This design comes from an exercise in tuning for small area, a short achievable clock period and few clock cycles on the open sky130 flow, not from production work. No functional check of the RTL was part of any run shown here. Power and IR drop assume default switching activity.

`flow/config.mk`:
```
export PLATFORM = sky130hd
export DESIGN_NAME = xcc_fifo128
export DESIGN_NICKNAME = xcc_fifo128
export VERILOG_FILES = /design/flow/design.v
export SDC_FILE = /design/flow/constraint.sdc
export NUM_CORES = 4
export LEC_CHECK = 0
export CAP_MARGIN = 20
export CORE_MARGIN = 2
export CORE_UTILIZATION = 55
export CTS_BUF_LIST = sky130_fd_sc_hd__clkbuf_8
export SETUP_SLACK_MARGIN = 4.3
export SLEW_MARGIN = 20
export SYNTH_HIERARCHICAL = 1
export SYNTH_MINIMUM_KEEP_SIZE = 0
export TNS_END_PERCENT = 5
```
`flow/constraint.sdc`:
```
create_clock -name core_clock -period 7.0 [get_ports {clk}]
set_input_delay 1.4000 -clock core_clock [delete_from_list [all_inputs] [get_ports {clk}]]
set_output_delay 1.4000 -clock core_clock [all_outputs]
set_load 0.01 [all_outputs]
```
`flow/design.v`:
```
module xcc_fifo128 (
    input  wire        clk,
    input  wire        rst,
    input  wire        p_cmd_valid,
    input  wire [15:0] p_cmd,
    input  wire [31:0] p_mdata,
    output reg         p_rsp_valid,
    output reg  [15:0] p_rsp,
    input  wire        c_cmd_valid,
    input  wire [15:0] c_cmd,
    output reg         c_rsp_valid,
    output reg  [15:0] c_rsp
);
    localparam [2:0] ST_OK      = 3'd0;
    localparam [2:0] ST_FULL    = 3'd1;
    localparam [2:0] ST_EMPTY   = 3'd2;
    localparam [2:0] ST_ILLEGAL = 3'd7;
    localparam [3:0] C_RESERVED_OPCODE  = 4'd1;
    localparam [3:0] C_RESERVED_BITS    = 4'd2;
    localparam [3:0] C_ARG_RANGE        = 4'd3;
    localparam [3:0] C_NO_GRANT         = 4'd4;
    localparam [3:0] C_GRANT_OPEN       = 4'd5;
    localparam [3:0] C_GRANT_OVERRUN    = 4'd6;
    localparam [3:0] C_GRANT_INCOMPLETE = 4'd7;
    localparam [3:0] C_NO_VIEW          = 4'd8;
    localparam [3:0] C_VIEW_OPEN        = 4'd9;
    localparam [4:0] FRAME_LAST = 5'd29;
    reg  [7:0] mem [0:127];
    reg        w_en;             
    reg  [6:0] w_addr;
    reg  [7:0] w_data;
    always @(posedge clk) begin
        if (w_en)
            mem[w_addr] <= w_data;
    end
    reg  [7:0]  p_wbin;
    reg         p_gopen;
    reg  [7:0]  p_glen;
    reg  [7:0]  p_gcnt;
    reg         p_err;
    reg  [3:0]  p_ecause;
    reg  [15:0] p_ecmd;
    reg  [7:0]  p_fr;            
    reg  [7:0]  p_rel;           
    reg  [15:0] m_code;
    reg  [31:0] m_rot0, m_rot1, m_rot2;
    reg  [31:0] m_trans0, m_trans1, m_trans2;
    reg  [6:0]  m_vld;           
    reg         e_busy;
    reg  [4:0]  e_rem;           
    reg  [7:0]  c_rbin;
    reg         c_vopen;
    reg  [7:0]  c_vlen;
    reg         c_err;
    reg  [3:0]  c_ecause;
    reg  [15:0] c_ecmd;
    reg  [6:0]  r_pa;
    reg  [6:0]  r_pidx;
    reg         r_pvalid;
    reg         r_wait;          
    reg         r_ready;         
    wire       p_room    = (p_fr >= 8'd30);
    wire [7:0] p_fr_rel  = p_fr + p_rel;
    wire [7:0] p_wadd    = p_gopen ? p_glen : 8'd30;
    wire [7:0] p_wbin_add = p_wbin + p_wadd;
    wire [7:0] p_fr_sub  = p_fr_rel - p_wadd;
    wire [7:0] c_avail   = p_wbin - c_rbin;
    wire [7:0] c_avail_e = c_avail + 8'd30;
    wire [7:0] e_free_now = (p_fr > 8'd98) ? 8'd128 : p_fr + 8'd30;
    reg [7:0] fb_raw;
    reg       fb_vld;
    always @(*) begin
        fb_vld = 1'b1;
        case (e_rem)
            5'd29: fb_raw = 8'hAA;
            5'd28: begin fb_raw = m_code[7:0];     fb_vld = m_vld[0]; end
            5'd27: begin fb_raw = m_code[15:8];    fb_vld = m_vld[0]; end
            5'd26: begin fb_raw = m_rot0[7:0];     fb_vld = m_vld[1]; end
            5'd25: begin fb_raw = m_rot0[15:8];    fb_vld = m_vld[1]; end
            5'd24: begin fb_raw = m_rot0[23:16];   fb_vld = m_vld[1]; end
            5'd23: begin fb_raw = m_rot0[31:24];   fb_vld = m_vld[1]; end
            5'd22: begin fb_raw = m_rot1[7:0];     fb_vld = m_vld[2]; end
            5'd21: begin fb_raw = m_rot1[15:8];    fb_vld = m_vld[2]; end
            5'd20: begin fb_raw = m_rot1[23:16];   fb_vld = m_vld[2]; end
            5'd19: begin fb_raw = m_rot1[31:24];   fb_vld = m_vld[2]; end
            5'd18: begin fb_raw = m_rot2[7:0];     fb_vld = m_vld[3]; end
            5'd17: begin fb_raw = m_rot2[15:8];    fb_vld = m_vld[3]; end
            5'd16: begin fb_raw = m_rot2[23:16];   fb_vld = m_vld[3]; end
            5'd15: begin fb_raw = m_rot2[31:24];   fb_vld = m_vld[3]; end
            5'd14: begin fb_raw = m_trans0[7:0];   fb_vld = m_vld[4]; end
            5'd13: begin fb_raw = m_trans0[15:8];  fb_vld = m_vld[4]; end
            5'd12: begin fb_raw = m_trans0[23:16]; fb_vld = m_vld[4]; end
            5'd11: begin fb_raw = m_trans0[31:24]; fb_vld = m_vld[4]; end
            5'd10: begin fb_raw = m_trans1[7:0];   fb_vld = m_vld[5]; end
            5'd9:  begin fb_raw = m_trans1[15:8];  fb_vld = m_vld[5]; end
            5'd8:  begin fb_raw = m_trans1[23:16]; fb_vld = m_vld[5]; end
            5'd7:  begin fb_raw = m_trans1[31:24]; fb_vld = m_vld[5]; end
            5'd6:  begin fb_raw = m_trans2[7:0];   fb_vld = m_vld[6]; end
            5'd5:  begin fb_raw = m_trans2[15:8];  fb_vld = m_vld[6]; end
            5'd4:  begin fb_raw = m_trans2[23:16]; fb_vld = m_vld[6]; end
            5'd3:  begin fb_raw = m_trans2[31:24]; fb_vld = m_vld[6]; end
            default: fb_raw = 8'h55;
        endcase
    end
    wire [7:0] frame_next = fb_raw & {8{fb_vld}};
    wire [3:0] p_op  = p_cmd[15:12];
    wire [3:0] p_rsv = p_cmd[11:8];
    wire [7:0] p_arg = p_cmd[7:0];
    wire p_rz  = (p_rsv == 4'd0);
    wire p_az  = (p_arg == 8'd0);
    wire p_nz  = p_rz && p_az;                     
    wire p_mhz = (p_mdata[31:16] == 16'd0);
    wire p_gfull = (p_gcnt == p_glen);
    wire p_is_g = (p_op == 4'h1);
    wire p_is_p = (p_op == 4'h2);
    wire p_is_c = (p_op == 4'h3);
    wire p_is_x = (p_op == 4'h4);
    wire p_is_l = (p_op == 4'h8);
    wire p_is_e = (p_op == 4'h9);
    wire p_is_s = (p_op == 4'hF);
    wire p_ok_g = p_is_g && p_rz && !p_gopen && !p_az && (p_arg <= 8'd128);
    wire p_ok_p = p_is_p && p_rz && p_gopen && !p_gfull;
    wire p_ok_c = p_is_c && p_nz && p_gopen && p_gfull;
    wire p_ok_x = p_is_x && p_nz && p_gopen;
    wire p_ok_l = p_is_l && p_rz && (p_arg <= 8'd6) && (!p_az || p_mhz);
    wire p_ok_e = p_is_e && p_nz && !p_gopen;
    wire p_ok_s = p_is_s && p_rz && (p_arg <= 8'd5);
    wire p_illegal = !(p_ok_g || p_ok_p || p_ok_c || p_ok_x || p_ok_l || p_ok_e || p_ok_s);
    reg  [3:0] p_cause;
    always @(*) begin
        p_cause = C_RESERVED_OPCODE;
        if (p_is_g || p_is_p || p_is_l || p_is_s) begin
            if (!p_rz)                          p_cause = C_RESERVED_BITS;
            else if (p_is_g && p_gopen)         p_cause = C_GRANT_OPEN;
            else if (p_is_p && !p_gopen)        p_cause = C_NO_GRANT;
            else if (p_is_p)                    p_cause = C_GRANT_OVERRUN;
            else                                p_cause = C_ARG_RANGE;
        end else if (p_is_c || p_is_x || p_is_e) begin
            if (!p_nz)                          p_cause = C_RESERVED_BITS;
            else if (p_is_e)                    p_cause = C_GRANT_OPEN;
            else if (!p_gopen)                  p_cause = C_NO_GRANT;
            else                                p_cause = C_GRANT_INCOMPLETE;
        end
    end
    wire p_take  = p_cmd_valid && !e_busy;
    wire p_full  = p_arg > p_fr;                   
    wire p_grant = p_take && p_ok_g && !p_full;
    wire p_put   = p_take && p_ok_p;
    wire p_cmt   = p_take && p_ok_c;
    wire p_cncl  = p_take && p_ok_x;
    wire p_ld    = p_take && p_ok_l;
    wire p_emit  = p_take && p_ok_e;
    wire e_start = p_emit && p_room;
    wire e_last  = e_busy && e_rem == 5'd0;
    reg [7:0] p_status_data;
    always @(*) begin
        case (p_arg[2:0])
            3'd0:    p_status_data = {p_err, 2'b00, p_gopen, p_ecause & {4{p_err}}};
            3'd1:    p_status_data = p_ecmd[7:0] & {8{p_err}};
            3'd2:    p_status_data = p_ecmd[15:8] & {8{p_err}};
            3'd3:    p_status_data = p_fr;
            3'd4:    p_status_data = p_glen;
            default: p_status_data = p_gcnt;
        endcase
    end
    reg [7:0] p_rdata;
    reg [2:0] p_rst;
    always @(*) begin
        p_rst = ST_OK;
        case (p_op)
            4'h1:    begin p_rdata = p_fr; if (p_full) p_rst = ST_FULL; end
            4'h2:    p_rdata = p_glen - p_gcnt - 8'd1;
            4'h3:    p_rdata = p_glen;
            4'h4:    p_rdata = p_gcnt;
            4'h8:    p_rdata = p_arg;
            4'h9:    begin p_rdata = p_fr; p_rst = ST_FULL; end
            default: p_rdata = p_status_data;
        endcase
        if (p_illegal) begin
            p_rdata = {4'd0, p_cause};
            p_rst   = ST_ILLEGAL;
        end
        if (e_busy) begin
            p_rdata = e_free_now;
            p_rst   = ST_OK;
        end
    end
    always @(posedge clk) begin
        p_rsp <= {p_rdata, 5'b00000, p_rst};
    end
    always @(posedge clk) begin
        if (p_ld) begin
            case (p_arg[2:0])
                3'd0: m_code   <= p_mdata[15:0];
                3'd1: m_rot0   <= p_mdata;
                3'd2: m_rot1   <= p_mdata;
                3'd3: m_rot2   <= p_mdata;
                3'd4: m_trans0 <= p_mdata;
                3'd5: m_trans1 <= p_mdata;
                default: m_trans2 <= p_mdata;
            endcase
        end
    end
    always @(posedge clk) begin
        if (!p_err) begin
            p_ecause <= p_cause;
            p_ecmd   <= p_cmd;
        end
    end
    always @(posedge clk) begin
        if (rst) begin
            p_wbin      <= 8'd0;
            p_gopen     <= 1'b0;
            p_glen      <= 8'd0;
            p_gcnt      <= 8'd0;
            p_err       <= 1'b0;
            p_fr        <= 8'd128;
            m_vld       <= 7'd0;
            e_busy      <= 1'b0;
            w_en        <= 1'b0;
            p_rsp_valid <= 1'b0;
        end else begin
            p_rsp_valid <= e_busy ? e_last : (p_cmd_valid && !e_start);
            w_en        <= e_start || p_put || (e_busy && !e_last);
            p_fr        <= p_fr_rel;
            if (p_take && p_illegal)
                p_err <= 1'b1;
            if (p_ld)
                m_vld[p_arg[2:0]] <= 1'b1;
            if (p_grant) begin
                p_gopen <= 1'b1;
                p_glen  <= p_arg;
                p_gcnt  <= 8'd0;
            end
            if (p_put)
                p_gcnt  <= p_gcnt + 8'd1;
            if (p_cmt || p_cncl) begin
                p_gopen <= 1'b0;
                p_glen  <= 8'd0;
                p_gcnt  <= 8'd0;
            end
            if (p_cmt) begin
                p_wbin  <= p_wbin_add;
                p_fr    <= p_fr_sub;
            end
            if (p_emit && !p_room)
                m_vld   <= 7'd0;
            if (e_start) begin
                p_wbin  <= p_wbin_add;
                p_fr    <= p_fr_sub;
                e_busy  <= 1'b1;
                e_rem   <= FRAME_LAST;
            end
            if (e_busy) begin
                e_rem   <= e_rem - 5'd1;
                if (e_last) begin
                    e_busy <= 1'b0;
                    m_vld  <= 7'd0;
                end
            end
        end
    end
    always @(posedge clk) begin
        if (e_busy) begin
            w_addr <= w_addr + 7'd1;
            w_data <= frame_next;
        end else begin
            w_addr <= p_is_e ? p_wbin[6:0] : p_wbin[6:0] + p_gcnt[6:0];
            w_data <= p_is_e ? 8'hAA : p_arg;
        end
    end
    wire [3:0] c_op  = c_cmd[15:12];
    wire [3:0] c_rsv = c_cmd[11:8];
    wire [7:0] c_arg = c_cmd[7:0];
    wire c_rz  = (c_rsv == 4'd0);
    wire c_nz  = (c_cmd[11:0] == 12'd0);           
    wire c_is_t = (c_op == 4'h1);
    wire c_is_p = (c_op == 4'h2);
    wire c_is_r = (c_op == 4'h3);
    wire c_is_s = (c_op == 4'hF);
    wire c_ok_t = c_is_t && c_nz && !c_vopen;
    wire c_ok_p = c_is_p && c_rz && c_vopen && (c_arg < c_vlen);
    wire c_ok_r = c_is_r && c_rz && c_vopen && (c_arg <= c_vlen);
    wire c_ok_s = c_is_s && c_rz && (c_arg <= 8'd4);
    wire c_illegal = !(c_ok_t || c_ok_p || c_ok_r || c_ok_s);
    reg  [3:0] c_cause;
    always @(*) begin
        c_cause = C_RESERVED_OPCODE;
        if (c_is_t) begin
            if (!c_nz)                          c_cause = C_RESERVED_BITS;
            else                                c_cause = C_VIEW_OPEN;
        end else if (c_is_p || c_is_r || c_is_s) begin
            if (!c_rz)                          c_cause = C_RESERVED_BITS;
            else if (!c_is_s && !c_vopen)       c_cause = C_NO_VIEW;
            else                                c_cause = C_ARG_RANGE;
        end
    end
    reg [7:0] c_status_data;
    always @(*) begin
        case (c_arg[2:0])
            3'd0:    c_status_data = {c_err, 2'b00, c_vopen, c_ecause & {4{c_err}}};
            3'd1:    c_status_data = c_ecmd[7:0] & {8{c_err}};
            3'd2:    c_status_data = c_ecmd[15:8] & {8{c_err}};
            3'd3:    c_status_data = c_avail;
            default: c_status_data = c_vlen;
        endcase
    end
    wire [127:0] r_sel = 128'd1 << r_pa;
    wire [7:0]   r_grp [0:15];
    genvar gi;
    generate
        for (gi = 0; gi < 16; gi = gi + 1) begin : g_grp
            xcc_fifo128_ao8 u_ao (
                .d0(mem[8*gi]),   .d1(mem[8*gi+1]), .d2(mem[8*gi+2]), .d3(mem[8*gi+3]),
                .d4(mem[8*gi+4]), .d5(mem[8*gi+5]), .d6(mem[8*gi+6]), .d7(mem[8*gi+7]),
                .s(r_sel[8*gi +: 8]), .y(r_grp[gi]));
        end
    endgenerate
    wire [127:0] r_grps = {r_grp[15], r_grp[14], r_grp[13], r_grp[12],
                           r_grp[11], r_grp[10], r_grp[9],  r_grp[8],
                           r_grp[7],  r_grp[6],  r_grp[5],  r_grp[4],
                           r_grp[3],  r_grp[2],  r_grp[1],  r_grp[0]};
    wire       r_fwd   = w_en && (w_addr == r_pa);
    wire       r_hit   = r_pvalid && (c_arg[6:0] == r_pidx);
    wire       r_done  = r_wait && r_ready;
    wire [7:0] c_rbin_arg = c_rbin + c_arg;
    wire c_take = c_cmd_valid && !r_wait;
    wire c_try  = c_take && c_ok_t;
    wire c_peek = c_take && c_ok_p;
    wire c_rel  = c_take && c_ok_r;
    wire c_open = c_try && (e_start || c_avail != 8'd0);
    wire [7:0] c_tavail = e_start ? c_avail_e : c_avail;
    wire c_mem = (r_wait || (c_is_p && !c_illegal)) && !r_fwd;
    reg [7:0] c_rdata;
    reg [2:0] c_rst;
    always @(*) begin
        c_rst = ST_OK;
        case (c_op)
            4'h1:    begin c_rdata = c_tavail; if (!e_start && c_avail == 8'd0) c_rst = ST_EMPTY; end
            4'h2:    c_rdata = w_data;
            4'h3:    c_rdata = c_arg;
            default: c_rdata = c_status_data;
        endcase
        if (c_illegal) begin
            c_rdata = {4'd0, c_cause};
            c_rst   = ST_ILLEGAL;
        end
        if (r_wait) begin
            c_rdata = w_data;
            c_rst   = ST_OK;
        end
    end
    wire [7:0] c_byte;
    xcc_fifo128_rsel u_rsel (.g(r_grps), .sel(c_mem), .alt(c_rdata), .y(c_byte));
    always @(posedge clk) begin
        c_rsp <= {c_byte, 5'b00000, c_rst};
    end
    always @(posedge clk) begin
        if (!c_err) begin
            c_ecause <= c_cause;
            c_ecmd   <= c_cmd;
        end
    end
    always @(posedge clk) begin
        if (r_done || (c_peek && r_hit)) begin
            r_pa   <= r_pa + 7'd1;
            r_pidx <= r_pidx + 7'd1;
        end else if (c_peek) begin
            r_pa   <= c_rbin_arg[6:0];
            r_pidx <= c_arg[6:0];
        end else if (c_try) begin
            r_pa   <= c_rbin[6:0];
            r_pidx <= 7'd0;
        end
    end
    always @(posedge clk) begin
        if (rst) begin
            c_rbin      <= 8'd0;
            c_vopen     <= 1'b0;
            c_vlen      <= 8'd0;
            c_err       <= 1'b0;
            r_pvalid    <= 1'b0;
            r_wait      <= 1'b0;
            r_ready     <= 1'b0;
            p_rel       <= 8'd0;
            c_rsp_valid <= 1'b0;
        end else begin
            c_rsp_valid <= r_wait ? r_ready : (c_cmd_valid && !(c_peek && !r_hit));
            r_ready     <= r_wait && !r_ready && !e_busy;
            p_rel       <= c_rel ? c_arg : 8'd0;
            if (c_take && c_illegal)
                c_err <= 1'b1;
            if (c_try)
                r_pvalid <= !e_busy;
            if (c_open) begin
                c_vopen <= 1'b1;
                c_vlen  <= c_tavail;
            end
            if (c_peek && !r_hit)
                r_wait  <= 1'b1;
            if (r_done) begin
                r_wait   <= 1'b0;
                r_pvalid <= 1'b1;
            end
            if (c_rel) begin
                c_rbin   <= c_rbin_arg;
                c_vopen  <= 1'b0;
                c_vlen   <= 8'd0;
                r_pvalid <= 1'b0;
            end
        end
    end
endmodule
module xcc_fifo128_ao8 (
    input  wire [7:0] d0, d1, d2, d3, d4, d5, d6, d7,
    input  wire [7:0] s,
    output wire [7:0] y
);
    assign y = (d0 & {8{s[0]}}) | (d1 & {8{s[1]}}) | (d2 & {8{s[2]}}) | (d3 & {8{s[3]}}) |
               (d4 & {8{s[4]}}) | (d5 & {8{s[5]}}) | (d6 & {8{s[6]}}) | (d7 & {8{s[7]}});
endmodule
module xcc_fifo128_rsel (
    input  wire [127:0] g,
    input  wire         sel,
    input  wire [7:0]   alt,
    output wire [7:0]   y
);
    wire [7:0] o = g[7:0]     | g[15:8]    | g[23:16]   | g[31:24]   |
                   g[39:32]   | g[47:40]   | g[55:48]   | g[63:56]   |
                   g[71:64]   | g[79:72]   | g[87:80]   | g[95:88]   |
                   g[103:96]  | g[111:104] | g[119:112] | g[127:120];
    assign y = sel ? o : alt;
endmodule
```
`flow/flow/run.sh`:
```
#!/bin/bash
# The standard layout (the standard.sh, standard synthesis included),
# with the port buffers that buffer_ports inserts made buf_4 cells instead
# of the weakest buffer it picks by default. Every port still gets its own
# buffer. make's full output goes to standard_flow.log here; ORFS's own
# per-step logs are under orfs/logs.
set -euo pipefail
export BUFFER_PORTS_ARGS="-buffer_cell sky130_fd_sc_hd__buf_4"
bash standard.sh "BUFFER_PORTS_ARGS=-buffer_cell sky130_fd_sc_hd__buf_4" finish > standard_flow.log 2>&1
```
`flow/standard.sh`:
```
#!/bin/bash
# synth_recipe.tcl (not shown) runs the flow's synth.tcl, then flattens the netlist and writes it again
# the make line also repeats each setting of config.mk as NAME=value (left out here)
make -C /OpenROAD-flow-scripts/flow DESIGN_CONFIG=/design/flow/config.mk WORK_HOME=/design/flow/orfs CLKGATE_MAP_FILE= SYNTH_SCRIPT=/design/flow/synth_recipe.tcl "${@:-finish}"
```
==> out/qor.txt, run 1 <==
Placeable Area -> 102000 µm²
# clock sinks -> 1398
Most common cell in the netlist -> edfxtp_1
FF+latch count, synth -> 1398
Switching Fraction -> 21.9%
Maxcap violations -> 0
Synth area leaders -> edfxtp_1 69%, a22oi_1 7.7%, dfxtp_1 3.9%
Vias post-DR -> 36100
First-pass GRT wire length -> 235 mm
Sequential-to-total area share from yosys stat -> 72.5%
Routed wire per std cell -> 28.9 µm
Slew margin rel. -> 26.0%
Layout cells sized above 1 -> 19.3%
Crit start category -> input port
Final Power -> 15700 µW
Slew Limit Fails -> 0
Initial Util -> 55.4%
Yosys cell types -> 82
Global route overflow -> 0
Critical Path RT -> 7780 ps
Number of iterations in the first detailed-routing pass -> 6
Number of CTS-inserted buffers -> 214
Gate power share -> 2.1%
Pleak -> 0.0212 µW
Initial antenna violation count -> 2
CTS clk-pin slew, worst paths -> 60 ps
Seq pwr share -> 58.6%
Row count -> 117
Hold Violations, Final -> 0
Worst-path maximum fanout -> 8
Primary FF master, synth -> edfxtp_1
Status -> no timing/DRC/antenna violations
Avg Vias per Cell -> 6.41
NetSw -> 3440 µW
Post-synthesis async set-or-reset flop share -> 0%
Final setup viols -> 0
Peak supply drop -> 0.198 mV
Detail Placement HPWL -> 105 mm
RSZ-0062 raised after global routing -> yes
Largest net degree at the start of global routing -> 88
P per Cell Area -> 243 nW/µm²
I/O Buffers -> 91
Detail Route Antenna Nets -> 0
Die H -> 324 µm
Syn Area/Cell -> 14.6 µm²
Die W -> 324 µm
Vias in the first global route -> 35800
Worst Setup Path Type -> input port to flip-flop
Clock skew -> 39.3 ps
Final RePlAce weighted congestion -> 0.939
Slew @ Worst Pin -> 1110 ps
Nets -> 4254
Leading area contributor after synthesis -> edfxtp_1
Level count of the clock H-tree -> 4
P_int -> 12300 µW
Hold buffer count at cts -> 0
Post-synth EDFFs -> 1289
Max Buffers Root-to-Sink -> 3
Clk root buf -> clkbuf_8
Area share of the largest cell type after synthesis -> 68.6%
Yosys warns -> 7
Hold Crit Class -> flip-flop to flip-flop
CTS tree -> done
WP data arrival -> 3920 ps
Area Overhead vs Synth -> 14.9%
Synth cell count leaders -> 1289 x edfxtp_1, 579 x a22oi_1, 389 x nor2_1, 159 x nand4_1, 139 x clkbuf_1
Final Cycle Share -> 44.9%
Clock power share -> 39.2%
Die area -> 105000 µm²
DRT iter0 DRCs -> 4623
Post-route setup TNS -> 0 ps
Final Critical Period -> 3140 ps
# DRC -> 0
Fmax -> 0.318 GHz
Critical Path End Type -> flip-flop
Synthesized area -> 56400 µm²
Drt total wl -> 163 mm
Worst-skew pair later-pin latency -> 920 ps
Cells after Synth -> 3859
Io pins -> 102
Total GRT Usage -> 31.0%
per-layer routing:
metal | GRT usage, % | wire length [µm] | vias to the layer above
li1 | - | - | 15800
met1 | 41.6 | 65100 | 18200
met2 | 50.4 | 78000 | 1717
met3 | 5.48 | 13000 | 364
met4 | 12.5 | 6730 | 2
met5 | 0 | 13 | -
through the flow:
step	hold slack [ps]	util [%]	instances	instance area, µm²	setup slack [ps]
finish	471	63.7	5639	64800	3860
global route	519	63.7	5639	64800	3820
CTS	477	63.4	5618	64500	3990
detailed placement	461	57.4	5155	58400	2210
global placement	447	57.4	5155	58400	2150
floorplan	429	-	3868	56500	2940
kinds of logic after synthesis:
logic type / count (synthesis) / share of synthesized area, %
AO/OA/AOI/OAI: 937 / 12.2
XOR/XNOR: 84 / 1.30
adder cells (fa/ha/maj): 97 / 2.24
buffers and inverters: 303 / 2.15
flip-flops: 1398 / 72.5
multiplexers: 61 / 1.11
other: 1 / 0.00665
AND/OR/NAND/NOR: 978 / 8.49
critical path, cell delays in order:
cell and delay, ps:
buf_8 100, or4_4 570, nor4_4 400, nand4_4 150, buf_12 190, a31oi_4 190
xnor2_2 160, a221oi_2 100, o21bai_1 200, a22o_1 230, o22a_1 200
path summary, 6_finish.rpt:
check	end	slack (ps)	startpoint	depth (start not counted)
worst max-delay path	c_rsp[13]	3860	p_cmd[4]	11
worst min-delay path	m_vld[4]	470	m_vld[4]	2
worst max register to register	c_rsp[14]	3980	r_pa[0]	10
worst min register to register	m_vld[4]	470	m_vld[4]	2
power groups by stage:
stage	clock network, µW	logic [µW]	registers, µW
finish	6170	334	9220
global route	6610	357	9220
CTS	6270	329	9220
detailed placement	0	314	9390
global placement	0	307	9390
floorplan	0	109	9410
Yosys stat by module, one instance, submodules excluded:
module,flip-flops and latches,cell area [µm²],cells
xcc_fifo128,1398,50800,3033
xcc_fifo128_ao8,0,320,48
xcc_fifo128_rsel,0,420,58
timing repair:
| action | 4_1_cts | 5_1_grt |
|---|---|---|
| endpoints found under the setup margin | 1064 | 1287 |
| gates resized for setup | 332 | 54 |
| pin swaps | 103 | 22 |
| setup buffers | 68 | 18 |
| endpoints found under the hold margin | 0 | 0 |
| gates cloned | 1 | 0 |
state kept, by name, summed over array words and instances, names as in the netlist, 8 cells and up:
register,cells
mem,1024
p_fr,8
m_trans1,32
m_rot1,32
w_data,8
p_rel,8
c_rbin,8
p_ecmd,16
c_ecmd,16
p_glen,8
c_rsp,10
m_code,16
m_trans0,32
p_wbin,8
p_gcnt,8
c_vlen,8
m_trans2,32
m_rot0,32
m_rot2,32
p_rsp,10
cell usage in the layout (no fill, tap or decap), types with 11 or more instances in the layout:
cell type / n
nor4_4: 20
nor2b_1: 31
a211oi_1: 12
nand3b_1: 12
and2_1: 17
a21oi_1: 77
nand2_1: 115
dfxtp_2: 15
buf_6: 21
nor2_1: 338
clkbuf_8: 218
clkinv_2: 26
clkinv_1: 56
o21ai_0: 54
nor3_1: 28
nand3_1: 46
xor2_1: 13
inv_1: 140
a221oi_1: 27
a22o_1: 31
nand4_1: 159
mux2i_1: 49
xnor2_1: 58
a222oi_1: 12
nor3_2: 14
a21o_1: 20
and3_1: 11
dfxtp_1: 81
a22oi_2: 37
buf_4: 202
a22oi_1: 542
nor2_2: 47
edfxtp_1: 1289
dfxtp_4: 13
nand2b_1: 27
ha_1: 70
final cells by class:
class                      count  area [µm²]
timing repair buffer         236        2000
inverter                      72         278
fill                        7563       36900
tap                         1368        1710
clock inverter               176         891
sequential                  1398       41000
multi-input combinational   2168       16000
clock buffer                 218        3000
antenna                        3        7.51
==> run 2: changes to the inputs <==
--- a/flow/config.mk
+++ b/flow/config.mk
@@ -5,12 +5,12 @@
 export SDC_FILE = /design/flow/constraint.sdc
 export NUM_CORES = 4
 export LEC_CHECK = 0
-export CAP_MARGIN = 20
+export CAP_MARGIN = 5
 export CORE_MARGIN = 2
 export CORE_UTILIZATION = 55
 export CTS_BUF_LIST = sky130_fd_sc_hd__clkbuf_8
 export SETUP_SLACK_MARGIN = 4.3
-export SLEW_MARGIN = 20
+export SLEW_MARGIN = 5
 export SYNTH_HIERARCHICAL = 1
 export SYNTH_MINIMUM_KEEP_SIZE = 0
 export TNS_END_PERCENT = 5
==> run 2 against run 1 <==
Worst setup slack improved by 34 ps. Largest cell class unchanged. Fmax rose by 1.1%. Clock power rose by 2%. Sequential share of layout area fell by 0.11 points. Worst hold slack improved by 5.6 ps. Non-clock buffer count fell by 3. Register-to-register slack got worse by 50 ps. Critical endpoint is now c_rsp[11]. Clock skew rose by 4.5 ps. Power rose by 0.93%. Combinational power barely moved.
==> out/qor.txt, run 2 <==
Status -> no timing/DRC/antenna violations
Final RePlAce weighted congestion -> 0.939
Worst-skew pair later-pin latency -> 890 ps
Initial Util -> 55.4%
Area Overhead vs Synth -> 15.1%
CTS clk-pin slew, worst paths -> 60 ps
Post-synthesis async set-or-reset flop share -> 0%
CTS tree -> done
Io pins -> 102
Drt total wl -> 164 mm
Vias in the first global route -> 35700
Critical Path End Type -> flip-flop
Placeable Area -> 102000 µm²
Pleak -> 0.0212 µW
Commonest non-fill, non-tap cells in the layout -> 1289 x edfxtp_1, 549 x a22oi_1, 343 x nor2_1
Synth cell count leaders -> 1289 x edfxtp_1, 579 x a22oi_1, 389 x nor2_1, 159 x nand4_1, 139 x clkbuf_1
Yosys cell types -> 82
Largest net degree at the start of global routing -> 88
Detail Route Antenna Nets -> 0
# DRC -> 0
Critical Path RT -> 7770 ps
# clock sinks -> 1398
Met2 GRT Util -> 50.9%
Fmax -> 0.322 GHz
Level count of the clock H-tree -> 4
Detail Placement HPWL -> 105 mm
Inst Count DP -> 5155
Final Critical Period -> 3110 ps
Leading area contributor after synthesis -> edfxtp_1
Die H -> 324 µm
RSZ-0062 raised after global routing -> yes
Vias post-DR -> 36300
Die W -> 324 µm
Total GRT Usage -> 30.9%
FF+latch count, synth -> 1398
Hold Crit Class -> flip-flop to flip-flop
Routed wire per std cell -> 29.1 µm
Layout cells sized above 1 -> 19.1%
DRT iter0 DRCs -> 4689
Nets -> 4251
P per Cell Area -> 244 nW/µm²
Number of iterations in the first detailed-routing pass -> 6
Post-route setup TNS -> 0 ps
Row count -> 117
Max reg flops -> 1024
Hold Violations, Final -> 0
Pre-CTS setup slack -> 2100 ps
Commonest non-fill, non-tap cell in the layout -> edfxtp_1
Post-synth EDFFs -> 1289
Final Cycle Share -> 44.4%
Area share of the largest cell type after synthesis -> 68.6%
Maxcap violations -> 0
Syn Area/Cell -> 14.6 µm²
Top reg by flops -> mem
Die area -> 105000 µm²
Avg Vias per Cell -> 6.44
Number of CTS-inserted buffers -> 214
Clock skew -> 43.8 ps
Slew margin rel. -> 18.2%
Peak supply drop -> 0.194 mV
Top Usage Layer GRT -> met2
Hold buffer count at cts -> 0
Initial antenna violation count -> 2
Primary FF master, synth -> edfxtp_1
Max Buffers Root-to-Sink -> 3
Most common cell in the netlist -> edfxtp_1
Yosys warns -> 7
Synthesized area -> 56400 µm²
Clk root buf -> clkbuf_8
Crit start category -> input port
Slew @ Worst Pin -> 1220 ps
Final Power -> 15900 µW
Slew Limit Fails -> 0
GR met1 Demand/Resource -> 41.6%
WP data arrival -> 3880 ps
Synth area leaders -> edfxtp_1 69%, a22oi_1 7.7%, dfxtp_1 3.9%
I/O Buffers -> 91
Met3 Resource Use GR -> 5.39%
Post-route insts no fill -> 5638
Final setup viols -> 0
Sequential-to-total area share from yosys stat -> 72.5%
Cells after Synth -> 3859
Worst-path maximum fanout -> 8
Worst Setup Path Type -> input port to flip-flop
First-pass GRT wire length -> 234 mm
Fin worst setup slack -> 3890 ps
Fillers -> 7551
Global route overflow -> 0
-- run 2: logic make-up (layout without fill, tap and decap cells) --
family | after synthesis | after routing | synth area share (%)
buffers and inverters | 303 | 703 | 2.15
other | 1 | 11 | 0.00665
AO/OA/AOI/OAI | 937 | 938 | 12.2
multiplexers | 61 | 61 | 1.11
AND/OR/NAND/NOR | 978 | 978 | 8.49
adder cells (fa/ha/maj) | 97 | 97 | 2.24
flip-flops | 1398 | 1398 | 72.5
XOR/XNOR | 84 | 84 | 1.30
-- run 2: metal layers --
metal / part of all wire [%] / wire length [µm]
met4: 3.6 / 5850
met2: 49 / 79700
met5: 0 / 0
met3: 8.3 / 13500
met1: 40 / 65000
-- run 2: per-module statistics from Yosys, one instance, submodules excluded --
module	cells inside	copies in the design	flip-flops and latches	area (µm²)
xcc_fifo128_rsel	58	1	0	420
xcc_fifo128_ao8	48	16	0	320
xcc_fifo128	3033	1	1398	50800
-- run 2: area by class of cell --
type                            count  area [µm²]  share of cell area (%)
Antenna cell                        1        2.50                 0.00385
Inverter                           72         280                   0.432
Sequential cell                  1398       41000                    63.1
Clock buffer                      221        3040                    4.69
Multi-Input combinational cell   2168       15900                    24.5
Timing Repair Buffer              233        2080                    3.21
Tap cell                         1368        1710                    2.64
Clock inverter                    177         946                    1.46
-- run 2: through the flow --
stage,hold slack [ps],util [%],instance area (µm²)
after floorplan,429,-,56500
after global placement,447,57.4,58400
after detailed placement,466,57.4,58400
after CTS,482,63.1,64200
after global routing,502,63.8,64900
final,477,63.8,64900
-- run 2: critical path, stage by stage --
cell and delay (ps):
buf_6 90, or4_4 570, nor4_4 260, buf_4 180, nand4_4 110, buf_12 200, nor2_4 100, xnor2_2 130
o22ai_1 90, or4_1 400, o221a_2 140, o22a_1 190
-- run 2: what timing repair did --
action,4_1_cts,5_1_grt
cloned,1,4
gates resized for setup,274,101
endpoints found under the setup margin,979,1223
setup buffers,55,24
pin swaps,81,34
-- run 2: final timing paths --
kind | startpoint | to | slack (ps) | depth (start not counted)
worst max-delay path | p_cmd[9] | c_rsp[11] | 3890 | 12
worst min-delay path | m_vld[5] | m_vld[5] | 480 | 2
worst max register to register | r_pa[2] | c_rsp[11] | 3930 | 10
worst min register to register | m_vld[5] | m_vld[5] | 480 | 2
-- run 2: power by group --
part / internal, µW / switching, µW
logic: 90.1 / 243
registers: 9160 / 58.8
clock network: 3160 / 3150
total: 12400 / 3450
==> run 3: changes to the inputs <==
--- a/flow/design.v
+++ b/flow/design.v
@@ -151,6 +151,8 @@
     wire p_ld    = p_take && p_ok_l;
     wire p_emit  = p_take && p_ok_e;
     wire e_start = p_emit && p_room;
+    wire [7:0] p_fr_next;
+    xcc_fifo128_sel8 u_fsel (.s(p_cmt || e_start), .a(p_fr_sub), .b(p_fr_rel), .y(p_fr_next));
     wire e_last  = e_busy && e_rem == 5'd0;
     reg [7:0] p_status_data;
     always @(*) begin
@@ -222,7 +224,7 @@
         end else begin
             p_rsp_valid <= e_busy ? e_last : (p_cmd_valid && !e_start);
             w_en        <= e_start || p_put || (e_busy && !e_last);
-            p_fr        <= p_fr_rel;
+            p_fr        <= p_fr_next;
             if (p_take && p_illegal)
                 p_err <= 1'b1;
             if (p_ld)
@@ -241,13 +243,11 @@
             end
             if (p_cmt) begin
                 p_wbin  <= p_wbin_add;
-                p_fr    <= p_fr_sub;
             end
             if (p_emit && !p_room)
                 m_vld   <= 7'd0;
             if (e_start) begin
                 p_wbin  <= p_wbin_add;
-                p_fr    <= p_fr_sub;
                 e_busy  <= 1'b1;
                 e_rem   <= FRAME_LAST;
             end
@@ -329,7 +329,8 @@
     wire c_peek = c_take && c_ok_p;
     wire c_rel  = c_take && c_ok_r;
     wire c_open = c_try && (e_start || c_avail != 8'd0);
-    wire [7:0] c_tavail = e_start ? c_avail_e : c_avail;
+    wire [7:0] c_tavail;
+    xcc_fifo128_sel8 u_tsel (.s(e_start), .a(c_avail_e), .b(c_avail), .y(c_tavail));
     wire c_mem = (r_wait || (c_is_p && !c_illegal)) && !r_fwd;
     reg [7:0] c_rdata;
     reg [2:0] c_rst;
@@ -431,3 +432,11 @@
                    g[103:96]  | g[111:104] | g[119:112] | g[127:120];
     assign y = sel ? o : alt;
 endmodule
+module xcc_fifo128_sel8 (
+    input  wire       s,
+    input  wire [7:0] a,
+    input  wire [7:0] b,
+    output wire [7:0] y
+);
+    assign y = s ? a : b;
+endmodule
--- a/flow/config.mk
+++ b/flow/config.mk
@@ -5,12 +5,12 @@
 export SDC_FILE = /design/flow/constraint.sdc
 export NUM_CORES = 4
 export LEC_CHECK = 0
-export CAP_MARGIN = 5
+export CAP_MARGIN = 20
 export CORE_MARGIN = 2
 export CORE_UTILIZATION = 55
 export CTS_BUF_LIST = sky130_fd_sc_hd__clkbuf_8
 export SETUP_SLACK_MARGIN = 4.3
-export SLEW_MARGIN = 5
+export SLEW_MARGIN = 20
 export SYNTH_HIERARCHICAL = 1
 export SYNTH_MINIMUM_KEEP_SIZE = 0
 export TNS_END_PERCENT = 5
==> run 3 against run 2 <==
Clock-buffer cell count decreased by 2. Sequential power hardly changed. Sequential cell count unchanged. Still clean. Largest cell class unchanged. Critical endpoint is now c_rsp[8]. Area after synthesis up 1.8%.
==> out/qor.txt, run 3 <==
Max reg flops -> 1024
Max incr delay on CP -> 550 ps
Cells after Synth -> 4007
Total GRT Usage -> 31.5%
Crit-path cells -> ha_1, ha_1, nand2b_1, buf_4, nor2_1, a22oi_1, nand4_1, nor3_1, nand3_1, o22a_1
Die area -> 107000 µm²
Critical Path RT -> 7790 ps
Level count of the clock H-tree -> 4
Sequential-to-total area share from yosys stat -> 71.2%
Synth cell count leaders -> 1289 x edfxtp_1, 552 x a22oi_1, 387 x nor2_1, 155 x nand2_1, 153 x clkbuf_1
Max Buffers Root-to-Sink -> 3
Slew @ Worst Pin -> 1080 ps
Crit start category -> flip-flop
Row count -> 118
Pre-CTS setup slack -> 2360 ps
Largest net degree at the start of global routing -> 91
Fin worst setup slack -> 3600 ps
Synthesized area -> 57400 µm²
Cell repeated most along the worst path -> ha_1
Final Cycle Share -> 48.6%
Commonest non-fill, non-tap cell in the layout -> edfxtp_1
P per Cell Area -> 245 nW/µm²
Hold buffer count at cts -> 0
Io pins -> 102
CP delay by family, top -> simple AND/OR/NAND/NOR gates
Nets -> 4351
Fmax -> 0.294 GHz
Area Overhead vs Synth -> 13.1%
Yosys cell types -> 96
CTS clk-pin slew, worst paths -> 60 ps
DRT iter0 DRCs -> 4231
WP data arrival -> 4190 ps
Final Critical Period -> 3400 ps
Critical Path End Type -> flip-flop
I/O Buffers -> 91
Slew margin rel. -> 28.2%
Slowest cell on crit path -> nor3_1
Clk root buf -> clkbuf_8
Worst Setup Path Type -> flip-flop to flip-flop
Detail Route Antenna Nets -> 0
Pleak -> 0.0212 µW
Routed wire per std cell -> 29.6 µm
Hold Crit Class -> flip-flop to flip-flop
Most common cell in the netlist -> edfxtp_1
Post-layout util -> 62.7%
Top reg by flops -> mem
Drt total wl -> 170 mm
First-pass GRT wire length -> 245 mm
Hold Violations, Final -> 0
Global route overflow -> 0
CTS tree -> done
Vias in the first global route -> 36900
Primary FF master, synth -> edfxtp_1
Synth area leaders -> edfxtp_1 67%, a22oi_1 7.2%, dfxtp_1 3.8%
Post-route setup TNS -> 0 ps
Worst-skew pair later-pin latency -> 900 ps
Maxcap violations -> 0
Post-synthesis async set-or-reset flop share -> 0%
Slew Limit Fails -> 0
Initial antenna violation count -> 11
Syn Area/Cell -> 14.3 µm²
# DRC -> 0
Number of iterations in the first detailed-routing pass -> 9
Clock skew -> 46.5 ps
Die H -> 327 µm
WP buf/inv -> 1
Avg Vias per Cell -> 6.46
Final setup viols -> 0
Final RePlAce weighted congestion -> 0.953
Post-synth EDFFs -> 1289
Initial Util -> 55.5%
Yosys warns -> 7
Detail Placement HPWL -> 110 mm
Layout cells sized above 1 -> 15.9%
Peak supply drop -> 0.183 mV
Placeable Area -> 103000 µm²
Die W -> 327 µm
Number of CTS-inserted buffers -> 215
Status -> no timing/DRC/antenna violations
Worst-path maximum fanout -> 9
Leading area contributor after synthesis -> edfxtp_1
Commonest non-fill, non-tap cells in the layout -> 1289 x edfxtp_1, 549 x a22oi_1, 377 x nor2_1
FF+latch count, synth -> 1398
# clock sinks -> 1398
Area share of the largest cell type after synthesis -> 67.4%
RSZ-0062 raised after global routing -> yes
Vias post-DR -> 37100
==> run 3: path summary, 6_finish.rpt <==
kind | startpoint | end | slack (ps) | depth (start not counted)
worst max-delay path | r_pa[0] | c_rsp[8] | 3600 | 10
worst min-delay path | m_vld[2] | m_vld[2] | 490 | 2
worst max register to register | r_pa[0] | c_rsp[8] | 3600 | 10
worst min register to register | m_vld[2] | m_vld[2] | 490 | 2
==> run 3: Yosys stat by module, one instance, submodules excluded <==
| module | cells inside | cell area, µm² |
|---|---|---|
| xcc_fifo128_ao8 | 48 | 320 |
| xcc_fifo128 | 3163 | 51600 |
| xcc_fifo128_sel8 | 9 | 131 |
| xcc_fifo128_rsel | 58 | 420 |
==> run 3: per-stage QoR <==
| step | instance area [µm²] | hold WS [ps] | total power [µW] | std cells |
|---|---|---|---|---|
| 2_1_floorplan | 57400 | 436 | 9520 | 4016 |
| 3_3_place_gp | 59200 | 451 | 9710 | 5276 |
| 3_5_place_dp | 59200 | 469 | 9720 | 5276 |
| 4_1_cts | 64100 | 483 | 16000 | 5708 |
| 5_1_grt | 64900 | 513 | 16400 | 5746 |
| 6_report | 64900 | 486 | 15900 | 5747 |
==> run 3: final cells by class <==
cell class / instances / area (µm²)
Multi-Input combinational cell: 2269 / 16000
Antenna cell: 7 / 17.5
Clock inverter: 171 / 951
Timing Repair Buffer: 209 / 1870
Inverter: 94 / 374
Fill cell: 7737 / 38600
Clock buffer: 219 / 3010
Sequential cell: 1398 / 40900
Tap cell: 1380 / 1730
==> run 3: power by group <==
part	switching [µW]	internal, µW	total [µW]	leakage, µW
logic	247	98.2	345	0.00643
registers	73.5	9160	9230	0.0125
clock network	3180	3150	6330	0.00221
==> run 3: tightest hold or removal path: stages (launching register included) <==
cell	delay (ps)
dfxtp_1	340
a31oi_1	50
nor2_1	70
==> run 3: kinds of logic (layout without fill, tap and decap cells) <==
group                    Yosys count  after routing  synth area share (%)
AO/OA/AOI/OAI                    987            988                  12.4
buffers and inverters            353            693                  2.48
XOR/XNOR                          74             74                  1.13
other                              1             17               0.00653
multiplexers                     101            101                  1.99
adder cells (fa/ha/maj)           96             96                  2.18
AND/OR/NAND/NOR                  997           1000                  8.57
flip-flops                      1398           1398                  71.2
==> run 3: metal layers <==
metal  routed length (µm)  part of all wire [%]  vias up  GRT usage (%)
met1                66800                    39    18700           41.8
met3                14500                   8.5      350           6.30
met4                 7080                   4.2       10           13.7
met2                81700                    48     1840           51.0
li1                     -                     -    16200              -
met5                   67                 0.039        -              0
==> run 3: timing repair <==
| item | in CTS | in global routing |
|---|---|---|
| cloned | 1 | 3 |
| setup endpoints to repair | 1190 | 1338 |
| buffers inserted | 41 | 29 |
| pin swaps | 21 | 22 |
| gates resized for setup | 123 | 109 |
==> run 4: changes to the inputs <==
--- a/flow/config.mk
+++ b/flow/config.mk
@@ -9,8 +9,8 @@
 export CORE_MARGIN = 2
 export CORE_UTILIZATION = 55
 export CTS_BUF_LIST = sky130_fd_sc_hd__clkbuf_8
-export SETUP_SLACK_MARGIN = 4.3
+export SETUP_SLACK_MARGIN = 4.5
 export SLEW_MARGIN = 20
 export SYNTH_HIERARCHICAL = 1
 export SYNTH_MINIMUM_KEEP_SIZE = 0
-export TNS_END_PERCENT = 5
+export TNS_END_PERCENT = 10
==> run 4 against run 3 <==
Still clean on timing, DRC and antenna. Area after synthesis is the same. Via count grew 2.3%. Worst hold slack lost 2.7 ps. Core utilization increased by 1.3 points. Critical path depth grew 3. First-iteration DRC count grew 18%. Non-clock buffer count increased by 74. Fmax increased by 1.9%. Die area did not move. Critical path type is now input port to flip-flop. Largest cell class unchanged. Largest power group unchanged.
==> out/qor.txt, run 4 <==
Status -> no timing/DRC/antenna violations
Cells after Synth -> 4007
Post-route setup TNS -> 0 ps
Hold buffer count at cts -> 0
Area share of the largest cell type after synthesis -> 67.4%
R2r endpoint -> c_rsp[14]
Nets -> 4431
Fin worst setup slack -> 3660 ps
Io pins -> 102
Primary FF master, synth -> edfxtp_1
Design Area, Final -> 66200 µm²
Sequential-to-total area share from yosys stat -> 71.2%
Die area -> 107000 µm²
Final RePlAce weighted congestion -> 0.942
Gate power share -> 2.2%
Synth Area in Compound Gates -> 12.4%
Synth cell count leaders -> 1289 x edfxtp_1, 552 x a22oi_1, 387 x nor2_1, 155 x nand2_1, 153 x clkbuf_1
Hold Violations, Final -> 0
Detail Placement HPWL -> 112 mm
Initial antenna violation count -> 6
Pleak -> 0.0218 µW
P per Cell Area -> 243 nW/µm²
DRT iter0 DRCs -> 4991
Max Buffers Root-to-Sink -> 3
# clock sinks -> 1398
Hold path start -> m_vld[5]
Vias in the first global route -> 37200
Pre-CTS setup slack -> 2340 ps
Worst hold endpoint -> m_vld[5]
RSZ-0062 raised after global routing -> yes
Cells on Worst Hold Path -> 2
I/O Buffers -> 91
FF+latch count, synth -> 1398
Worst-skew pair later-pin latency -> 940 ps
Row count -> 118
Drt total wl -> 175 mm
Worst Setup Path Type -> input port to flip-flop
Post-layout util -> 64.0%
Yosys cell types -> 96
Slew @ Worst Pin -> 1200 ps
Post-synthesis async set-or-reset flop share -> 0%
WP data arrival -> 4110 ps
NetSw -> 3580 µW
Total GRT Usage -> 32.3%
Synthesized area -> 57400 µm²
Area after DPL -> 59300 µm²
Slew margin rel. -> 19.5%
Global route overflow -> 0
Max reg flops -> 1024
Synth Area in XOR/XNOR -> 1.13%
Crit start category -> input port
Critical Path RT -> 7770 ps
Seq pwr share -> 57.2%
Synth Area in Adders -> 2.18%
Yosys warns -> 7
Layout cells sized above 1 -> 19.1%
Peak supply drop -> 0.181 mV
Most common cell in the netlist -> edfxtp_1
Synth area leaders -> edfxtp_1 67%, a22oi_1 7.2%, dfxtp_1 3.8%
Area Overhead vs Synth -> 15.4%
Commonest non-fill, non-tap cell in the layout -> edfxtp_1
Hold Crit Class -> flip-flop to flip-flop
P_int -> 12500 µW
Placeable Area -> 103000 µm²
Clock power share -> 40.6%
Final setup viols -> 0
Initial Util -> 55.5%
Critical Path End Type -> flip-flop
Slew Limit Fails -> 0
Final Critical Period -> 3340 ps
Avg Vias per Cell -> 6.51
Mux cell area share after synthesis -> 1.99%
Maxcap violations -> 0
Number of CTS-inserted buffers -> 218
Flop-to-flop setup slack -> 3730 ps
Post-synth EDFFs -> 1289
Clock skew -> 83.0 ps
Number of iterations in the first detailed-routing pass -> 8
Worst r2r src -> r_pa[0]
Largest net degree at the start of global routing -> 92
Level count of the clock H-tree -> 4
Detail Route Antenna Nets -> 0
Switching Fraction -> 22.2%
Die H -> 327 µm
Vias post-DR -> 38000
# DRC -> 0
Die W -> 327 µm
Leading area contributor after synthesis -> edfxtp_1
CTS clk-pin slew, worst paths -> 60 ps
Clk root buf -> clkbuf_8
Final Cycle Share -> 47.7%
Top reg by flops -> mem
Largest family of logic cells by synthesized area -> compound AO/OA/AOI/OAI gates
Worst r2r path cells -> 10
Commonest non-fill, non-tap cells in the layout -> 1289 x edfxtp_1, 550 x a22oi_1, 365 x nor2_1
Syn Area/Cell -> 14.3 µm²
Routed wire per std cell -> 30.0 µm
Simple-gate share of the synthesized area -> 8.57%
CTS tree -> done
First-pass GRT wire length -> 251 mm
Fmax -> 0.299 GHz
Worst-path maximum fanout -> 8
## run 4: layout make-up
cell class	instances	area [µm²]
well taps	1380	1730
diodes	6	15.0
inverters	94	374
multi-input cells	2272	16300
repair buffers	283	2680
clock buffers	223	3070
clock inverters	185	1070
flip-flops and latches	1398	41000
fillers	7718	37300
## run 4: worst max-delay path: stages
cell	delay (ps)
buf_8	90
or4_4	560
or4_4	540
nor2_4	140
nand2_4	80
inv_6	100
buf_12	130
mux2_4	310
a22oi_2	150
o32ai_1	90
mux2i_1	190
o21ai_1	120
o22a_1	200
## run 4: per-module statistics from Yosys, one instance, submodules excluded
module | times used | cells | flip-flops and latches
xcc_fifo128_rsel | 1 | 58 | 0
xcc_fifo128_sel8 | 2 | 9 | 0
xcc_fifo128 | 1 | 3163 | 1398
xcc_fifo128_ao8 | 16 | 48 | 0
## run 4: kinds of logic (layout without fill, tap and decap cells)
group,Yosys count,in the layout
other,1,16
buffers and inverters,353,785
AND/OR/NAND/NOR,997,1002
multiplexers,101,101
adder cells (fa/ha/maj),96,96
flip-flops,1398,1398
XOR/XNOR,74,74
AO/OA/AOI/OAI,987,989
## run 4: per-layer routing
metal	wire length [µm]	part of all wire, %	vias up	track usage, %
li1	-	-	16400	-
met1	68600	39	19200	43.6
met2	82900	47	2005	51.9
met3	15000	8.6	425	5.70
met4	8570	4.9	0	14.2
met5	0	0	-	0
## run 4: worst max-delay path by stage
stage,start,endpoint,cells after the start
after floorplan,p_cmd[3],c_rsp[8],12
after global placement,p_cmd[3],c_rsp[8],12
after detailed placement,p_cmd[3],c_rsp[8],12
after CTS,r_pa[0],c_rsp[14],10
after global routing,p_cmd[5],c_rsp[8],12
final,p_cmd[5],c_rsp[9],13
## run 4: what timing repair did
item / CTS / global route
gates cloned: 8 / 5
setup endpoints to repair: 1338 / 1377
resized for setup: 207 / 140
buffers inserted: 76 / 55
pin swaps: 37 / 28
## run 4: stage by stage
step / total power [µW] / cells / hold WS, ps
2_1_floorplan: 9520 / 4016 / 436
4_1_cts: 16200 / 5775 / 479
3_3_place_gp: 9710 / 5282 / 452
3_5_place_dp: 9720 / 5283 / 463
6_report: 16100 / 5841 / 484
5_1_grt: 16600 / 5840 / 510
## run 4: power by group through the flow
stage	combinational, µW	clock (µW)	sequential [µW]
final	359	6540	9220
after global routing	381	6960	9220
after CTS	335	6600	9220
after detailed placement	323	0	9400
after global placement	316	0	9400
after floorplan	119	0	9400

==> separate check: timing with driven ports <==
How much do the figures lean on ideal ports? The routed layouts below were timed once more, with nothing changed but the port constraints.
Step 1 sets driving cells, clkbuf_16 on the clock port and buf_2 on the other inputs (assumed; they add their load-dependent delay and slew).
Step 2, shift: input delay + t, output delay - t, t = (earliest + latest rising clock arrival at the registers) / 2. This alone moves slack from input paths to output paths.
Three values: ideal, step 1, step 2; two values: the first two.
| run | shift t [ns] | setup slack, ns | worst setup path after step 2 | cell pins on the clock port's net |
|---|---|---|---|---|
| run 1 | 0.958 | 3.858 / 3.885 / 2.927 | input to register | 1 |
| run 2 | 0.933 | 3.892 / 3.924 / 2.991 | input to register | 1 |
| run 3 | 0.951 | 3.598 / 3.598 / 2.751 | input to register | 1 |
| run 4 | 0.968 | 3.661 / 3.687 / 2.718 | input to register | 1 |
After both steps every run listed still meets setup and hold. For run 4, which loses most, drivers alone change the setup slack by +0.026 ns; drivers and shift together by -0.943 ns.
